From an optimization exercise on the open Yosys and OpenROAD flow, aimed at small area, a short achievable clock period and few clock cycles; shortcuts taken in it are not production practice.
In this exercise RTL edits were held to simulation tests only and were not proved equivalent to the original.
Power and IR drop assume default switching activity.

==> flow/design.v (excerpt) <==
module csa_core (
    input  wire        clk,
    input  wire        rst,           
    input  wire [15:0] limit,         
    output wire [4:0]  pmem_addr,
    input  wire [47:0] pmem_rdata,
    input  wire        in_valid,      
    input  wire [31:0] in_tick,       
    input  wire [31:0] in_code,       
    output wire        in_pop,        
    output reg         out_valid,
    output wire [31:0] out_data,
    output reg         done,
    output reg  [3:0]  status,
    output wire [31:0] tick,
    output reg  [15:0] icount,
    output reg  [31:0] acc,
    output reg  [31:0] pc
);
    localparam ST_RUN     = 4'd0;
    localparam ST_HALT    = 4'd1;
    localparam ST_INEXH   = 4'd2;
    localparam ST_LIMIT   = 4'd3;
    localparam ST_F_AOB   = 4'd9;
    localparam ST_F_UNK   = 4'd10;
    localparam ST_F_AM    = 4'd11;
    localparam ST_F_STACK = 4'd12;
    localparam ST_F_PC    = 4'd13;
    localparam ST_F_MISS  = 4'd14;
    localparam ST_F_RSV   = 4'd15;
    localparam OP_LOAD = 4'h0, OP_ST  = 4'h1, OP_ADD  = 4'h2, OP_CMP  = 4'h3;
    localparam OP_NOP  = 4'h4, OP_EI  = 4'h5, OP_DI   = 4'h6, OP_CALL = 4'h7;
    localparam OP_RET  = 4'h8, OP_IRET= 4'h9, OP_HALT = 4'hA, OP_JUMP = 4'hB;
    localparam OP_JZ   = 4'hC, OP_JNZ = 4'hD, OP_JBE  = 4'hE, OP_JEV  = 4'hF;
  ...
For scale: roughly 5,300 cells after synthesis.
Settings: LEC_CHECK=0, CAP_MARGIN=20, CORE_MARGIN=2, CORE_UTILIZATION=50, SETUP_SLACK_MARGIN=3.5, SLEW_MARGIN=20, SYNTH_HIERARCHICAL=1, TNS_END_PERCENT=5; clock period 7.0 ns.
run.sh (not shown) runs the stock make flow with config.mk's settings and CLKGATE_MAP_FILE= SYNTH_SCRIPT=/design/flow/synth_recipe.tcl, a recipe that flattens the netlist after the stock synthesis.
Testbench counts at the start, summed over its fixed seeds: cycles 89,648.
Then changed:
--- a/flow/design.v
+++ b/flow/design.v
@@ -247,17 +247,17 @@
                           fwd     ? wdata : rd_nx;
     assign in_pop = (state == S_EX) && !stale && hv_r && cr_pollok &&
                     (cont || (!lim_hit && !pc_oor));
     wire [4:0] pa_cur = (state == S_FETCH)  ? pc[4:0] :
                         (state == S_INTCHK) ? pc_np[4:0] :
                         (state == S_IRQ)    ? (vc_valid ? vc_v : 5'd0) :
                         (state == S_LDPC)   ? pc_src :
                                               npc[4:0];
-    assign pmem_addr = fa;
+    assign pmem_addr = (state == S_IRQ) ? (vc_v & {5{vc_valid}}) : fa;
     wire        az_nx  = (ex_done && op_load) ? opnd_z : (ex_done && op_add) ? sum_z : acc_z;
     wire        a0_nx  = (ex_done && op_load) ? opnd[0] : (ex_done && op_add) ? sum[0] : acc[0];
     wire        be_nx  = (ex_done && op_cmp) ? ge : be;
     wire        fast_push = irq_fast && !op_rets;
     wire [4:0]  tos1_b = (ex_done && op_call && !irq_fast) ? pc[4:0] + 5'd1 :
                          (ex_done && op_rets && !irq_fast) ? nos[4:0] + 5'd1 :
                          irq_ok ? irq_entry[4:0] + 5'd1 : tos[4:0] + 5'd1;
     wire [4:0]  tos1_nx = fast_push ? fast_entry[4:0] + 5'd1 : tos1_b;
@@ -289,21 +289,19 @@
                           (ex_done && !defer && !irq_slow && !(op_rets && ret_ptr && !irq_fast)) ||
                           (ic_act && !irq2) || (irq_ok && vc_inr);
     wire        pred_nx = fresh && w_plain && w_ie && w_due && !in_pop && vc_valid;
     wire [4:0]  fa_nx  = pred_nx ? vc_v :
         (state == S_FETCH)                   ? w_npc :
         (state == S_EX) ?
             ((stall || ex_half || ex_stop) ? fa :
              defer                               ? pc_np[4:0] :
-             irq_slow                            ? (vc_v & {5{vc_valid}}) :
              (op_rets && ret_ptr && !irq_fast)   ? tos[4:0] : w_npc) :
         (state == S_INTCHK) ?
-            (stall                               ? fa :
-             irq2                                ? (vc_v & {5{vc_valid}}) : w_npc) :
+            (stall                               ? fa : w_npc) :
         (state == S_IRQ) ?
             (!vc_valid                           ? pmem_rdata[4:0] :
              !irq_ok                             ? fa :
              vc_inr                              ? w_npc : 5'd0) :
         (state == S_LDPC)                    ? pmem_rdata[4:0] : fa;
     wire        icnt_inc = (ex_done && !defer) || ic_act;
     wire [2:0]  tk_inc = !ex_act  ? 3'd0 :
                          ex_stop  ? ex_stop_ticks :
Routed wire length went down by 8.3%; power went down by 9.4%; clock-buffer cell count went down by 2; first-iteration DRC count went down by 5.2%; final cell count went down by 1.1%; critical path depth went up by 3; sequential share of layout area went up by 0.95 points.
Testbench counts after the change, summed over its fixed seeds: cycles 89,648.

-- static timing again, ports no longer ideal --
No port has a modelled driver above. Below, the same layouts with a new extraction and two added sets of constraints. Step 1 assumes that a clkbuf_16 drives the clock port and a buf_2 every other input. Step 2 adds t to the input delays and takes it off the output delays; t is the mean of the earliest and latest rising clock arrival at the registers after step 1. Input paths then give back, and output paths get back, about the clock's delay inside the block. a / b / c = ideal / step 1 / step 2; a / b = the first two.
run | t, ns | setup WS [ns] | slew at the worst register clock pin (ns)
the first run | 0.853 | 2.895 / 2.895 / 2.157 | 0.07 / 0.07
the second run | 0.865 | 2.838 / 2.881 / 2.017 | 0.07 / 0.07
After both steps setup and hold are still met in every run listed. For the second run, which loses most, drivers alone change the setup slack by +0.043 ns; drivers and shift together by -0.821 ns.
